Context: an optimization exercise on an open-source flow, tuned for small area. The choices shown serve that exercise and are no tape-out recipe. Only the layout flow was run in this run; the RTL was not checked for function there. No activity file was given, so power comes from the tool's default toggle rates.

[flow/design.v]
module pll_ctrl (
    input             clk,
    input             rst,           
    input             in_valid,
    output            in_ready,
    input      [63:0] in_word,
    output            out_valid,
    input             out_ready,
    output     [63:0] out_word,
    output            synth_valid,
    output     [31:0] synth_reg
);
    localparam [3:0] FRAC_INIT = 4'd8;
    localparam [3:0] S_IDLE = 4'd0;
    localparam [3:0] S_A    = 4'd1;    
    localparam [3:0] S_B    = 4'd2;    
    localparam [3:0] S_C    = 4'd3;    
    localparam [3:0] S_CHK  = 4'd4;    
    localparam [3:0] S_LOAD = 4'd5;    
    localparam [3:0] S_DIV  = 4'd6;    
    localparam [3:0] S_TAKE = 4'd7;
    localparam [3:0] S_RESP = 4'd8;
    reg  [1:0]  active_src;
    reg  [31:0] cr;             
    reg         rate_valid;
    reg  [7:0]  flags;          
    reg  [3:0]  frac_index;
    reg         first_update;
    reg         prev_valid;
    reg         iz;             
    reg  [1:0]  lock;
    reg  [2:0]  dwell;          
    reg         adder_b;        
    reg  [31:0] IR;             
    reg  [15:0] PR;             
    reg  [15:0] AR;             
    reg  [31:0] RR;             
    reg  [3:0]  state;
    reg  [4:0]  ph;
    reg  [4:0]  step;
    reg         ans_syn;
    reg  [15:0] syn;
    reg         sup, eq, sign;
    assign in_ready  = (state == S_TAKE);
    assign out_valid = (state == S_RESP);
    wire ph0  = (ph == 5'd0);
    wire ph31 = (ph == 5'd31);
    wire lo   = ~ph[4];
    wire [63:0] w = in_word;
    wire [1:0]  w_src = w[33:32];
    wire [7:0]  opc   = w[63:56];
    wire z55_35 = (w[55:35] == 21'd0);
    wire z55_32 = z55_35 & (w[34:32] == 3'd0);
    wire z31_16 = (w[31:16] == 16'd0);
    wire z15_8  = (w[15:8] == 8'd0);
    wire z31_0  = z31_16 & z15_8 & (w[7:0] == 8'd0);
    wire is_selsrc  = (opc == 8'h10) & z55_35 & ~w[34] & z31_0;
    wire is_rate    = ((opc == 8'h11) | (opc == 8'h30)) & z55_32;
    wire is_getstat = (opc == 8'h12) & z55_32 & z31_0;
    wire is_clrflag = (opc == 8'h13) & z55_32 & z31_16 & z15_8;
    wire is_synget  = (opc == 8'h14) & z55_32;
    wire is_refev   = (opc == 8'h20) & z55_35 & z31_16;
    wire is_los     = (opc == 8'h21) & z55_35 & ~w[34] & z31_0;
    wire is_audmsg  = (opc == 8'h40) & z55_32;
    wire is_pinport = (w[63:61] == 3'b011);
    wire is_illegal = ~(is_selsrc | is_rate | is_getstat | is_clrflag | is_synget |
                        is_refev | is_los | is_audmsg | is_pinport);
    wire fwd = (w_src == active_src) & rate_valid;
    wire msbf = (state == S_CHK) | (state == S_LOAD);
    wire [4:0] idx = ph ^ {5{msbf}};
    wire wbit = w[idx];
    reg  [3:0] r9;
    reg  [6:0] r125;
    reg  [5:0] r49;
    reg        nz;
    wire [4:0] t9   = {(ph0 ? 4'd0 : r9),   wbit};
    wire [7:0] t125 = {(ph0 ? 7'd0 : r125), wbit};
    wire [6:0] t49  = {(ph0 ? 6'd0 : r49),  wbit};
    wire [3:0] r9n   = (t9   >= 5'd9)   ? t9   - 5'd9   : t9[3:0];
    wire [6:0] r125n = (t125 >= 8'd125) ? t125 - 8'd125 : t125[6:0];
    wire [5:0] r49n  = (t49  >= 7'd49)  ? t49  - 7'd49  : t49[5:0];
    wire       nzn   = (~ph0 & nz) | wbit;
    wire       eqn   = (ph0 | eq) & (wbit == cr[31]);
    wire d3   = (r9n == 4'd0) | (r9n == 4'd3) | (r9n == 4'd6);
    wire d9   = (r9n == 4'd0);
    wire d125 = (r125n == 7'd0);
    wire d25  = (r125n == 7'd0) | (r125n == 7'd25) | (r125n == 7'd50) |
                (r125n == 7'd75) | (r125n == 7'd100);
    wire d49  = (r49n == 6'd0);
    wire lo7z = (w[6:0] == 7'd0);
    wire supn = nzn & ((lo7z & d3 & d125) | (~w[1] & ~w[0] & d9 & d25 & d49));
    wire do_switch = supn & ~(rate_valid & eqn);
    wire engine = (state == S_DIV) & (step != 5'd18);
    wire m_bit  = (step == 5'd17) | (step == 5'd13) | (step == 5'd12);    
    reg  dly, dcy;
    wire dx   = (ph == 5'd1) ? m_bit : dly;
    wire dg   = (ph0 ? 1'b0 : wbit) ^ ~sign;
    wire dci  = (ph == 5'd1) ? ~sign : dcy;
    wire dsum = dx ^ dg ^ dci;
    wire dco  = (dx & dg) | (dx & dci) | (dg & dci);
    wire r0bit = (ph == 5'd2) | (ph == 5'd3) | (ph == 5'd8) | (ph == 5'd9) |
                 (ph == 5'd10) | (ph == 5'd11) | (ph == 5'd15);
    wire ar_wr = engine & is_rate & (step[4] == 1'b0) & ph[4] & (ph[3:0] == step[3:0]);
    reg  c1, c2, c3, c4;
    reg  d1, d2, d3r;
    reg  z30, allz, allo;
    reg  [2:0] u;
    reg  psign, sat, satneg;
    reg  lt4, ltm3, lt17, ltm16;
    wire pr_o  = PR[0];
    wire ar_o  = AR[0];
    wire a1    = ~pr_o;
    wire c1i   = ph0 ? 1'b1 : c1;
    wire adv   = wbit ^ a1 ^ c1i;
    wire c1o   = (wbit & a1) | (wbit & c1i) | (a1 & c1i);
    wire a2    = ~ar_o;
    wire c2i   = ph0 ? ~adder_b : c2;
    wire elo   = adv ^ a2 ^ c2i;
    wire c2o   = (adv & a2) | (adv & c2i) | (a2 & c2i);
    wire ebit  = lo ? elo : d1;
    wire ib    = IR[0] & ~iz;
    wire c3i   = ~ph0 & c3;
    wire s3    = ib ^ ebit ^ c3i;
    wire c3o   = (ib & ebit) | (ib & c3i) | (ebit & c3i);
    wire e8    = (ph >= 5'd3) & d3r;
    wire c4i   = ~ph0 & c4;
    wire pb    = s3 ^ e8 ^ c4i;
    wire c4o   = (s3 & e8) | (s3 & c4i) | (e8 & c4i);
    wire k4   = (ph == 5'd2);
    wire km3  = (ph != 5'd1);
    wire k17  = (ph == 5'd0) | (ph == 5'd4);
    wire km16 = (ph >= 5'd4);
    wire ph15 = (ph == 5'd15);
    wire lt4n   = (ebit == k4)   ? (~ph0 & lt4)   : (ph15 ? ebit : k4);
    wire ltm3n  = (ebit == km3)  ? (~ph0 & ltm3)  : (ph15 ? ebit : km3);
    wire lt17n  = (ebit == k17)  ? (~ph0 & lt17)  : (ph15 ? ebit : k17);
    wire ltm16n = (ebit == km16) ? (~ph0 & ltm16) : (ph15 ? ebit : km16);
    wire ovf = (ib == ebit) & (s3 != ib);
    reg signed [3:0] c;
    always @(*) begin
        if (sat)
            c = satneg ? -4'sd4 : 4'sd4;
        else if (!psign)
            c = (allz && u <= 3'd4) ? $signed({1'b0, u}) : 4'sd4;
        else
            c = (allo && u[2]) ? $signed({1'b1, u}) : -4'sd4;
    end
    wire signed [3:0] stp = first_update ? c :
                            (c == 4'sd0) ? 4'sd0 : (c[3] ? -4'sd1 : 4'sd1);
    wire signed [5:0] fsum = $signed({2'b00, frac_index}) + stp;
    wire [3:0] frac_new = fsum[5] ? 4'd0 : (fsum[4] ? 4'd15 : fsum[3:0]);
    wire a_lt4  = lt4 & ~ltm3;
    wire a_in16 = lt17 & ~ltm16;
    always @(posedge clk) begin
        IR <= {IR[0], IR[31:1]};
        PR <= {PR[0], PR[15:1]};
        AR <= {(ar_wr ? ~sign : AR[0]), AR[15:1]};
        RR <= {(engine ? dsum : r0bit), RR[31:1]};
        dly <= RR[0];
        dcy <= dco;
        c1 <= c1o; c2 <= c2o; c3 <= c3o; c4 <= c4o;
        d1 <= ebit; d2 <= d1; d3r <= d2;
        if (state == S_A && lo && !prev_valid)
            PR[15] <= wbit;
        if (state == S_B) begin
            if (lo) PR[15] <= wbit;
            IR[31] <= s3;
            z30  <= (ph0 | z30) & ~s3;
            if (ph == 5'd4 || ph == 5'd5 || ph == 5'd6)
                u <= {pb, u[2:1]};
            allz <= ((ph == 5'd7) | allz) & ~pb;
            allo <= ((ph == 5'd7) | allo) & pb;
            if (lo) begin
                lt4 <= lt4n; ltm3 <= ltm3n; lt17 <= lt17n; ltm16 <= ltm16n;
            end
            if (ph31) begin
                sat    <= ovf | (s3 & z30);
                satneg <= ~ovf | ib;
                psign  <= s3 ^ ebit ^ c4o;
            end
        end
        if (state == S_C)
            IR[31] <= satneg ? (ph0 | ph31) : ~ph31;
        if (state == S_A && lo)
            eq <= (ph0 | eq) & (wbit == pr_o);
        if (state == S_CHK) begin
            r9 <= r9n; r125 <= r125n; r49 <= r49n; nz <= nzn; eq <= eqn;
            if (ph31) sup <= supn;
        end
        if (state == S_CHK || state == S_LOAD)
            cr <= {cr[30:0], (state == S_LOAD) ? wbit : cr[31]};
        if (engine && ph0)
            sign <= dsum;
        else if (state == S_DIV && ph0)
            sign <= 1'b0;            
        if (engine && step[4] == 1'b0 && ph == 5'd16)
            syn <= {syn[14:0], ~sign};
        if (rst) begin
            state        <= S_IDLE;
            ph           <= 5'd0;
            active_src   <= 2'd0;
            rate_valid   <= 1'b0;
            flags        <= 8'd0;
            frac_index   <= FRAC_INIT;
            first_update <= 1'b1;
            prev_valid   <= 1'b0;
            iz           <= 1'b1;
            lock         <= 2'd0;
            dwell        <= 3'd0;
        end else begin
            ph <= ph + 5'd1;
            case (state)
            S_IDLE: if (in_valid) begin
                if (is_rate | is_synget) begin
                    if (ph31) state <= S_CHK;
                end else if (is_refev & fwd) begin
                    if (ph31) state <= S_A;
                end else
                    state <= S_TAKE;
            end
            S_A: if (ph31)
                state <= (!prev_valid || eq) ? S_TAKE : S_B;
            S_B: if (ph31)
                state <= sat_next ? S_C : S_TAKE;
            S_C: if (ph31)
                state <= S_TAKE;
            S_CHK: if (ph31) begin
                step <= 5'd18;
                if (is_synget)
                    state <= supn ? S_DIV : S_TAKE;
                else
                    state <= do_switch ? S_LOAD : S_TAKE;
            end
            S_LOAD: if (ph31) begin
                step  <= 5'd18;
                state <= S_DIV;
            end
            S_DIV: if (ph0) begin
                if (step == 5'd0)
                    state <= S_TAKE;
                else
                    step <= step - 5'd1;
            end
            S_TAKE: begin
                state   <= (is_getstat | is_synget) ? S_RESP : S_IDLE;
                ans_syn <= is_synget;
                if (is_selsrc) begin
                    if (w_src != active_src) begin
                        active_src   <= w_src;
                        iz           <= 1'b1;
                        lock         <= 2'd0;
                        dwell        <= 3'd0;
                        prev_valid   <= 1'b0;
                        first_update <= 1'b1;
                        if (rate_valid) frac_index <= FRAC_INIT;
                    end
                end
                if (is_rate) begin
                    if (rate_valid & eq) begin
                    end else if (!sup)
                        flags[0] <= 1'b1;
                    else begin
                        rate_valid   <= 1'b1;
                        adder_b      <= ~sign;
                        frac_index   <= FRAC_INIT;
                        first_update <= 1'b1;
                        iz           <= 1'b1;
                        lock         <= 2'd0;
                        dwell        <= 3'd0;
                        prev_valid   <= 1'b0;
                    end
                end
                if (is_clrflag)
                    flags <= flags & ~(w[7:0] & 8'hEF);
                if (is_los) begin
                    if (w_src == active_src && w_src != 2'd0) begin
                        flags[5]     <= 1'b1;
                        flags[7]     <= 1'b1;
                        active_src   <= 2'd0;
                        iz           <= 1'b1;
                        lock         <= 2'd0;
                        dwell        <= 3'd0;
                        prev_valid   <= 1'b0;
                        first_update <= 1'b1;
                        if (rate_valid) frac_index <= FRAC_INIT;
                    end
                end
                if (is_refev & fwd) begin
                    if (!prev_valid)
                        prev_valid <= 1'b1;
                    else if (eq)
                        flags[3] <= 1'b1;
                    else begin
                        iz           <= 1'b0;
                        frac_index   <= frac_new;
                        first_update <= 1'b0;
                        case (lock)
                        2'd0: begin
                            lock  <= 2'd1;
                            dwell <= 3'd0;
                        end
                        2'd1: begin
                            if (a_lt4) begin
                                if (dwell == 3'd7) lock <= 2'd2;
                                else dwell <= dwell + 3'd1;
                            end else
                                dwell <= 3'd0;
                        end
                        default: begin
                            if (!a_in16) begin
                                lock  <= 2'd1;
                                dwell <= 3'd0;
                            end
                        end
                        endcase
                    end
                end
                if (is_illegal)
                    flags[6] <= 1'b1;
            end
            S_RESP: if (out_ready)
                state <= S_IDLE;
            default: state <= S_IDLE;
            endcase
        end
    end
    wire sat_next = ovf | (s3 & z30);
    wire [15:0] syn_adder = syn + {15'd0, ~sign};
    wire        ss = ans_syn & sup;
    wire        sn = ~ans_syn & rate_valid;
    assign out_word[63:56] = {5'b10010, ans_syn, ~ans_syn, 1'b0};
    assign out_word[55:48] = {6'd0, ans_syn & ~sup, ss};
    assign out_word[47:40] = ans_syn ? 8'd0 : flags;
    assign out_word[39:32] = ans_syn ? {4'd0, sup, 3'd0} : {3'd0, rate_valid, lock, active_src};
    assign out_word[31:16] = sn ? cr[31:16] : 16'd0;
    assign out_word[15:0]  = ({16{sn}} & cr[15:0]) | ({16{ss}} & syn_adder);
    reg [31:0] frac_table;
    always @(*) begin
        case (frac_index)
            4'd0:  frac_table = 32'h3F9DB22D;
            4'd1:  frac_table = 32'h3FDFE131;
            4'd2:  frac_table = 32'h4021B7A4;
            4'd3:  frac_table = 32'h40640B01;
            4'd4:  frac_table = 32'h40A5ACF0;
            4'd5:  frac_table = 32'h40E75B3D;
            4'd6:  frac_table = 32'h412914A5;
            4'd7:  frac_table = 32'h416B5917;
            4'd8:  frac_table = 32'h41AD0000;
            4'd9:  frac_table = 32'h41EEF723;
            4'd10: frac_table = 32'h4230938C;
            4'd11: frac_table = 32'h427248C4;
            4'd12: frac_table = 32'h42B4B001;
            4'd13: frac_table = 32'h42F70F52;
            4'd14: frac_table = 32'h4338BC4D;
            default: frac_table = 32'h437AC0BC;
        endcase
    end
    assign synth_valid = rate_valid;
    assign synth_reg   = frac_table;
endmodule
[flow/run.sh]
#!/bin/bash
# synth_recipe.tcl (not shown) runs the flow's synth.tcl, then flattens the netlist and writes it again
# the make line also repeats each setting of config.mk as NAME=value (left out here)
make -C /OpenROAD-flow-scripts/flow DESIGN_CONFIG=/design/flow/config.mk WORK_HOME=/design/flow/orfs CLKGATE_MAP_FILE= SYNTH_SCRIPT=/design/flow/synth_recipe.tcl finish
[flow/config.mk]
export PLATFORM = sky130hd
export DESIGN_NAME = pll_ctrl
export DESIGN_NICKNAME = pll_ctrl
export VERILOG_FILES = /design/flow/design.v
export SDC_FILE = /design/flow/constraint.sdc
export NUM_CORES = 4
export LEC_CHECK = 0
export CAP_MARGIN = 20
export CORE_MARGIN = 2
export CORE_UTILIZATION = 40
export PLACE_DENSITY = 0.6
export SLEW_MARGIN = 20
[flow/constraint.sdc]
create_clock -name core_clock -period 20.0 [get_ports {clk}]
set_input_delay 4.0000 -clock core_clock [delete_from_list [all_inputs] [get_ports {clk}]]
set_output_delay 4.0000 -clock core_clock [all_outputs]
set_load 0.01 [all_outputs]
==> reports/summary.md <==
- status: timing/DRC/antenna clean
- total number of nets in the final design: 1365
- final core utilization: 50.0%
- maximum number of pins on one net before global-route repair: 57
- Max-slew headroom: 35.8%
- TritonCTS clock tree: yes
- final antenna diode count: 0
- share of the synthesized area in the top cell type: 28.6%
- Top delay family on crit path: compound AO/OA/AOI/OAI gates
- number of detailed-routing iterations run before antenna repair: 5
- vias in the first global route: 8348
- antenna violation net count after detailed routing: 0
- Critical Path RT: 20400 ps
- max-cap violations: 0
- cell type with the largest total area after synthesis: dfxtp_1
- list of cells traversed by the critical path: clkdlybuf4s50_1, mux2_2, o22ai_1, a2111oi_0, a2bb2oi_1, a211o_1, a21o_4, fa_1, fa_1, mux2i_1, inv_1, fa_1, o41ai_1, a21oi_1, o21ai_0, a221oi_1
- H-tree Lvls: 1
- Bufs and invs on worst path: 2
- share of power burned in registers: 44.9%
- Die Footprint: 0.0296 mm2
- count of final max-slew check failures: 0
- largest registers: IR x32, RR x32, cr x32
- Layout Area Growth over Synthesis: 23.0%
- kind of start point of the critical path: input pin
- Die H: 172 um
- worst hold path stage count: 0
- Endpoint, Worst Hold: RR[25]
- destination of the worst register-to-register timing path: state[2]
- Hold Path Class: register to register
- skew final: 19.9 ps
- most common cell type on the critical path: fa_1
- first-iteration detailed-routing DRC count: 688
- clock tree buffer depth: 3
- postcts setup bufs: 0
- number of clock buffers inserted by TritonCTS: 27
- number of distinct library cells after synthesis: 83
- worst stage delay on the critical path: 650 ps
- timing-limited maximum frequency: 0.113 GHz
- accumulated negative setup slack: 0 ps
- Initial Util: 40.6%
- Via Count: 8770
- total number of clock tree sinks: 250
- global-route wire length before repair: 44.6 mm
- critical path depth: 16
- top cells by count, synth: 161 x dfxtp_1, 105 x nand2_1, 99 x nor2_1, 89 x edfxtp_1, 64 x o21ai_0
- clock root buffer: clkbuf_16
- maximum net fanout on the critical path: 19
- Synth Flop Type: dfxtp_1
- combinational power share: 25.5%
- Area contributors post-synth: dfxtp_1 29%, edfxtp_1 24%, ha_1 4.1%
- overflow left after global routing: 0
- register bit total from synthesis: 250
- Worst Hold Margin: 324 ps
- Internal Power: 0.00111 W
- post-cts sizing count: 0
- Worst setup EP type: register
- setup slack after placement: 10660 ps
- fraction of layout cells with a size suffix above 1: 6.44%
- leakage power: 5.08 nW
- post-synth design cell area: 0.0113 mm2
- startpoint of the most critical register-to-register path: state[2]
- boundary pin count: 167
- latest clock arrival within the worst-skew pair: 550 ps
- reported net switching power: 0.000516 W
- initial antenna violation count: 0
- Finish-stage setup viols: 0
- number of enable-type register cells in the synthesized netlist: 89
- slew at the pin closest to its max-slew limit: 936 ps
- number of warnings issued by yosys: 1
- number of vias per cell after detailed routing: 5.31
- Global Route Usage Sum: 19.0%
- Peak supply drop: 0.0000801 V
- post-synthesis sequential area ratio: 52.2%
- worst-path cell with the longest stage delay: fa_1
- Worst EP arrival: 9280 ps
- floorplan die width: 172 um
- minimum setup slack in the final design: 11120 ps
- unrepaired setup endpoints after global routing: false
- WL final: 28.4 mm
- final count of hold timing violations: 0
- Worst-path clk slew: 70 ps
- startpoint of the most critical hold path: RR[26]
- total power divided by cell area: 117 mW/mm2
- crit share post-route: 44.4%
- row count: 61
- Fill cells: 2573
- input/output buffers: 149
- leading cell type by number of instances after synthesis: dfxtp_1
- number of design rule violations left after detail routing: 0
- half-perimeter wire length after placement: 20.4 mm
- R2R depth: 16
- final estimated routing congestion in global placement: 0.854
- hold buffers post-CTS: 0
- synthesized area divided by synthesized cell count: 10.1 um2
- r2r setup slk: 13290 ps
- class of the most critical setup path: input pin to register
- sw frac: 31.8%
- cells after synthesis: 1120
- FFs w/ async S/R, synth: 0%
- Final Critical Period: 8880 ps
- Clk pwr share: 29.6%
- final routed wire length divided by cell count: 17.2 um
- Floorplan Core Area: 0.0278 mm2
==> cell type report <==
type / count / area (um2) / share of cell area [%]
sequential: 250 / 5900 / 42.5
multi-input combinational: 780 / 4960 / 35.8
clock inverter: 15 / 145 / 1.05
inverter: 38 / 143 / 1.03
clock buffer: 33 / 708 / 5.10
timing repair buffer: 157 / 1550 / 11.2
tap: 378 / 473 / 3.41
==> power by group through the flow <==
stage               clock (W)  sequential (W)  combinational (W)
finish               0.000481        0.000730           0.000414
floorplan                   0        0.000708           0.000326
global route         0.000513        0.000744           0.000460
detailed placement          0        0.000741           0.000410
global placement            0        0.000739           0.000402
CTS                  0.000494        0.000732           0.000412
==> metrics by stage <==
step / total power [W] / cells / area (um2)
finish: 0.00162 / 1651 / 13900
global route: 0.00172 / 1651 / 13900
CTS: 0.00164 / 1651 / 13900
detailed placement: 0.00115 / 1603 / 13000
global placement: 0.00114 / 1603 / 13000
floorplan: 0.00103 / 1135 / 11300
==> kinds of logic (layout without fill, tap and decap cells) <==
logic type,after synthesis,after routing,share of synthesized area [%]
other,2,17,0.0665
xor gates and xnor gates,42,42,3.26
buffers and inverters,105,243,4.53
AOI/OAI and AO/OA,240,240,14.2
muxes,23,23,2.08
and+or+nand+nor,415,415,18.5
DFF,250,250,52.2
adders and majority gates,43,43,5.17
==> placed cells by master, fill, tap and decap left out, types with 8 or more instances in the layout <==
cell type and instances:
a211oi_1 9, buf_4 8, nand2b_1 15, dfxtp_1 161
inv_1 35, nor2b_1 26, clkbuf_16 27, ha_1 37
conb_1 17, edfxtp_1 89, nand2_1 105, a22oi_1 9
xor2_1 16, a31oi_1 18, mux2i_1 19, nand3_1 36
nor3_1 31, and3_1 11, nor2_1 99, o21ai_0 64
clkdlybuf4s50_1 149, o211ai_1 13, and2_1 29, a21oi_1 53
nor4_1 18, xnor2_1 26, clkinv_2 10
==> layer usage <==
layer | vias to the layer above | GRT usage, % | share of wire (%) | routed length (um)
li1 | 4253 | - | - | -
met1 | 4190 | 25.0 | 44 | 12500
met2 | 282 | 31.8 | 47 | 13300
met3 | 45 | 3.46 | 6.5 | 1840
met4 | 0 | 5.85 | 2.6 | 750
met5 | - | 0 | 0 | 0
==> worst max path at each step <==
stage	from	end	slack, ps
2_1_floorplan	in_word[12]	psign	11690
5_1_grt	in_word[13]	state[2]	10800
3_3_place_gp	in_word[13]	psign	10830
4_1_cts	in_word[13]	state[2]	11210
3_5_place_dp	in_word[13]	state[2]	10660
6_report	in_word[13]	state[2]	11120

[port drivers added, routing unchanged]
The flow's constraints put no driver on any port. The routed layout listed below was extracted and timed again, unchanged, in two steps.
Step 1 sets driving cells, clkbuf_16 on the clock port and buf_2 on the other inputs (assumed; they add their load-dependent delay and slew).
Step 2, shift: input delay + t, output delay - t, t = (earliest + latest rising clock arrival at the registers) / 2. This alone moves slack from input paths to output paths.
Slacks: ideal ports / drivers / drivers and shift; pairs: ideal ports / drivers.
t (ns): 0.585
setup slack, ns: 11.123 / 11.147 / 10.562
worst setup path at the end: input to register
After both steps this run still meets setup and hold. The setup slack of this run moves by +0.024 ns with the drivers and by -0.561 ns with both steps.
